Context: an optimization exercise on an open-source flow, tuned for small area, a short achievable clock period and few clock cycles. The choices shown serve that exercise and are no tape-out recipe. RTL that was checked went through simulation tests only; none was proved equivalent to the original. Power figures rest on the tool's default switching activity, not on a simulated workload.

## dict_expand
module dict_expand (
    input  wire       clk,
    input  wire       rst,         
    input  wire       start,       
    output wire [1:0] status,      
    output wire [2:0] err,         
    input  wire       in_valid,
    input  wire       in_end,      
    input  wire [7:0] in_data,
    output wire       in_ready,
    output wire       out_valid,
    output wire [7:0] out_data,
    input  wire       out_ready
);
==> flow/config.mk <==
export PLATFORM = sky130hd
export DESIGN_NAME = dict_expand
export DESIGN_NICKNAME = dict_expand
export VERILOG_FILES = /design/flow/design.v
export SDC_FILE = /design/flow/constraint.sdc
export NUM_CORES = 4
export LEC_CHECK = 0
export CAP_MARGIN = 20
export CORE_MARGIN = 2
export CORE_UTILIZATION = 40
export CTS_CLUSTER_DIAMETER = 100
export CTS_CLUSTER_SIZE = 25
export PLACE_DENSITY = 0.6
export SLEW_MARGIN = 20
==> flow/constraint.sdc <==
create_clock -name core_clock -period 12.5 [get_ports {clk}]
set_input_delay 2.5000 -clock core_clock [delete_from_list [all_inputs] [get_ports {clk}]]
set_output_delay 2.5000 -clock core_clock [all_outputs]
set_load 0.01 [all_outputs]
standard.sh (not shown) runs the stock make flow with config.mk's settings and CLKGATE_MAP_FILE= SYNTH_SCRIPT=/design/flow/synth_recipe.tcl, a recipe that flattens the netlist after the stock synthesis.
==> flow/flow/run.sh <==
#!/bin/bash
# Standard layout, with repair_timing asked to overfix setup (the SDC and
# clock period are the design's; only the repair target is tighter), and
# the port buffers made of buf_4 cells.
set -euo pipefail
export SETUP_SLACK_MARGIN=9.0
export BUFFER_PORTS_ARGS="-buffer_cell sky130_fd_sc_hd__buf_4"
bash standard.sh > standard_flow.log 2>&1
The first run went through all stages and came out clean.
Testbench counts at the start, summed over its fixed seeds: cycles 30,599.
==> next run, changes <==
--- a/flow/design.v
+++ b/flow/design.v
@@ -193,19 +193,20 @@
     reg        einit;
     reg  [5:0] p;                  
     reg  [6:0] cur;                
     reg  [7:0] sl0, sl1, sl2, sl3;
     reg  [3:0] rv;                 
     reg  [3:0] s;                  
     reg        s2v;
     reg  [5:0] c2r;                
     reg        hv;
-    reg  [7:0] head;
+    reg  [7:0] head;               
+    reg  [7:0] hcopy;              
     reg        ov;
     reg  [7:0] w0, w1;
     always @(*) begin
         case (cur[1:0])
             2'd0:    begin w0 = sl0; w1 = sl1; end
             2'd1:    begin w0 = sl1; w1 = sl2; end
             2'd2:    begin w0 = sl2; w1 = sl3; end
             default: begin w0 = sl3; w1 = sl0; end
         endcase
@@ -278,19 +279,20 @@
             rv  <= rv_n;
             p   <= cons ? p : p_i;
             cur <= cons ? cur_i : cur;
             if (adv1) s <= s_n;
         end
         if (adv1) c2r <= code;
         if (start_go)  s2v <= 1'b0;
         else if (adv1) s2v <= 1'b1;
         else if (adv2) s2v <= 1'b0;
-        if (adv2) head <= dview[8*dp +: 8];
+        if (adv2) hcopy <= dview[8*dp +: 8];
+        head <= (adv2 | ~hv) ? dview[8*dp +: 8] : hcopy;
         hv <= start_go ? 1'b0 : hv_n;
     end
     wire [9:0] rb_ld = {nb - U[6:0], 3'b000} - {6'd0, pad} - 10'd11;
     wire [9:0] rb_m  = rb - {7'd0, cw};
     wire       last  = (rb == {7'd0, cw});
     wire       ok_e  = (err_use == 2'd0) & ~pz_use;
     always @(posedge clk) begin
         ph   <= start_go ? 6'd63 : ph + 6'd1;
         lagv <= wr & ~start_go;
What happened: Global-route usage went up by 0.58 points. Final area is higher by 3.6%. Utilization goes up by 0.87 points. Routed wire length increases by 4.6%. Maximum frequency went up by 4.1%. Power is higher by 6.7%.
Function not checked in the second run of this note: the RTL went through the layout flow alone.


Another version of the RTL of dict_expand (not shown whole).
Size: about 2000 cells after synthesis, ~660 flip-flops, about 29 I/O pins, roughly 0.026 mm² of cells after synthesis.
export LEC_CHECK = 0
export CAP_MARGIN = 20
export CORE_MARGIN = 2
export CORE_UTILIZATION = 40
export CTS_CLUSTER_DIAMETER = 100
export CTS_CLUSTER_SIZE = 30
export PLACE_DENSITY = 0.6
export SLEW_MARGIN = 20
create_clock -name core_clock -period 12.5 [get_ports {clk}]
Scripts as last shown in full above: flow/flow/run.sh
Testbench counts at the start, summed over its fixed seeds: cycles 30,599.
==> next run, changes <==
--- a/flow/design.v
+++ b/flow/design.v
@@ -191,22 +191,21 @@
     wire [1:0] err_use = lagv ? errl_c : errl;
     wire       pz_use  = lagv ? pz : pzl;
     reg        einit;
     reg  [5:0] p;                  
     reg  [6:0] cur;                
     reg  [7:0] sl0, sl1, sl2, sl3;
     reg  [3:0] rv;                 
     reg  [3:0] s;                  
     reg        s2v;
-    reg  [5:0] c2r;                
+    reg  [5:0] dp;                 
     reg        hv;
-    reg  [7:0] head;               
-    reg  [7:0] hcopy;              
+    reg  [7:0] head;
     reg        ov;
     reg  [7:0] w0, w1;
     always @(*) begin
         case (cur[1:0])
             2'd0:    begin w0 = sl0; w1 = sl1; end
             2'd1:    begin w0 = sl1; w1 = sl2; end
             2'd2:    begin w0 = sl2; w1 = sl3; end
             default: begin w0 = sl3; w1 = sl0; end
         endcase
@@ -254,19 +253,20 @@
     wire        load  = ld_a | (ld_b & cons);
     wire [3:0]  lsel  = 4'd1 << ph[1:0];
     wire [3:0]  rv_k  = rv | ({3'd0, ld_a} << jt[1:0]);
     wire [4:0]  rv_s  = {1'b0, rv} | ({4'd0, ld_b} << jt);
     wire [3:0]  rv_n  = cons ? rv_s[4:1] : rv_k;
     wire        init_e = lagv & q_first;
     wire [5:0]  p_i   = p + 6'd1;
     wire [6:0]  cur_i = cur + 7'd1;
     wire [3:0]  s_n   = xw ? s - {1'b0, cw} + 4'd8 : s - {1'b0, cw};
-    wire [5:0]  dp    = ph - 6'd1 - c2r;                  
+    wire [5:0]  dp_n  = ph - code;
+    wire [5:0]  dp_i  = dp + 6'd1;
     always @(posedge clk) begin
         if (load & lsel[0]) sl0 <= F;
         if (load & lsel[1]) sl1 <= F;
         if (load & lsel[2]) sl2 <= F;
         if (load & lsel[3]) sl3 <= F;
         if (start_go) begin
             rv    <= 4'd0;
             einit <= 1'b0;
         end else if (init_e) begin
@@ -275,42 +275,40 @@
             p     <= 6'd1;
             cur   <= nb - 7'd1;
             s     <= 4'd0 - {1'b0, cw};
         end else begin
             rv  <= rv_n;
             p   <= cons ? p : p_i;
             cur <= cons ? cur_i : cur;
             if (adv1) s <= s_n;
         end
-        if (adv1) c2r <= code;
+        dp <= adv1 ? dp_n : dp_i;
         if (start_go)  s2v <= 1'b0;
         else if (adv1) s2v <= 1'b1;
         else if (adv2) s2v <= 1'b0;
-        if (adv2) hcopy <= dview[8*dp +: 8];
-        head <= (adv2 | ~hv) ? dview[8*dp +: 8] : hcopy;
+        if (adv2) head <= dview[8*dp +: 8];
         hv <= start_go ? 1'b0 : hv_n;
     end
     wire [9:0] rb_ld = {nb - U[6:0], 3'b000} - {6'd0, pad} - 10'd11;
     wire [9:0] rb_m  = rb - {7'd0, cw};
     wire       last  = (rb == {7'd0, cw});
     wire       ok_e  = (err_use == 2'd0) & ~pz_use;
     always @(posedge clk) begin
         ph   <= start_go ? 6'd63 : ph + 6'd1;
         lagv <= wr & ~start_go;
         cw    <= code_width(U);
         if (wr && nb == 7'd0) hdr0 <= in_data;
         if (wr && nb == 7'd1) ulo  <= in_data[7:5];
         if (start_go) begin
             q_k1    <= 1'b0;
             q_code  <= 1'b0;
             q_first <= 1'b0;
             q_ends  <= 8'd0;
-            q_jn    <= 3'd0;
             q_err   <= 2'd2;
             q_pz    <= 1'b0;
             bad_acc <= 1'b0;
             errl    <= 2'd2;
             pzl     <= 1'b0;
         end else if (lagv) begin
             errl    <= errl_c;
             pzl     <= pz;
             bad_acc <= bad_acc | bad_all;
Power goes down by 7.2%.
Wire length falls by 8.9%.
Fmax goes down by 3.7%.
Global-route usage went down by 0.91 points.
Combinational power went down by 31%.
For the second run of this note, only the layout was checked, not whether the RTL still works.

[re-timing with driven ports]
Ports are ideal in the flow. The routed layouts listed here were re-timed in OpenROAD.
Step 1, drivers: a clkbuf_16 drives clk and a buf_2 each remaining input, both assumed.
Step 2 adds t to the input delays and takes it off the output delays; t is the mean of the earliest and latest rising clock arrival at the registers after step 1. Input paths then give back, and output paths get back, about the clock's delay inside the block.
Three values: ideal ports, drivers, drivers and shift; two values: the first two.
| run | t, ns | setup slack, ns | worst setup path at the end | worst data-port slew with drivers (ns) |
|---|---|---|---|---|
| the first run of note 1 | 0.674 | 8.722 / 8.667 / 8.419 | input to register | 0.04 |
| the second run of note 1 | 0.674 | 8.872 / 8.811 / 8.419 | input to register | 0.03 |
| the first run of note 2 | 0.661 | 8.877 / 8.817 / 8.411 | input to register | 0.09 |
| the second run of note 2 | 0.678 | 8.737 / 8.678 / 8.476 | input to register | 0.04 |
After both steps setup and hold are still met in every run listed. The setup slack of the first run of note 2, which loses most, moves by -0.060 ns with the drivers and by -0.466 ns with both steps.
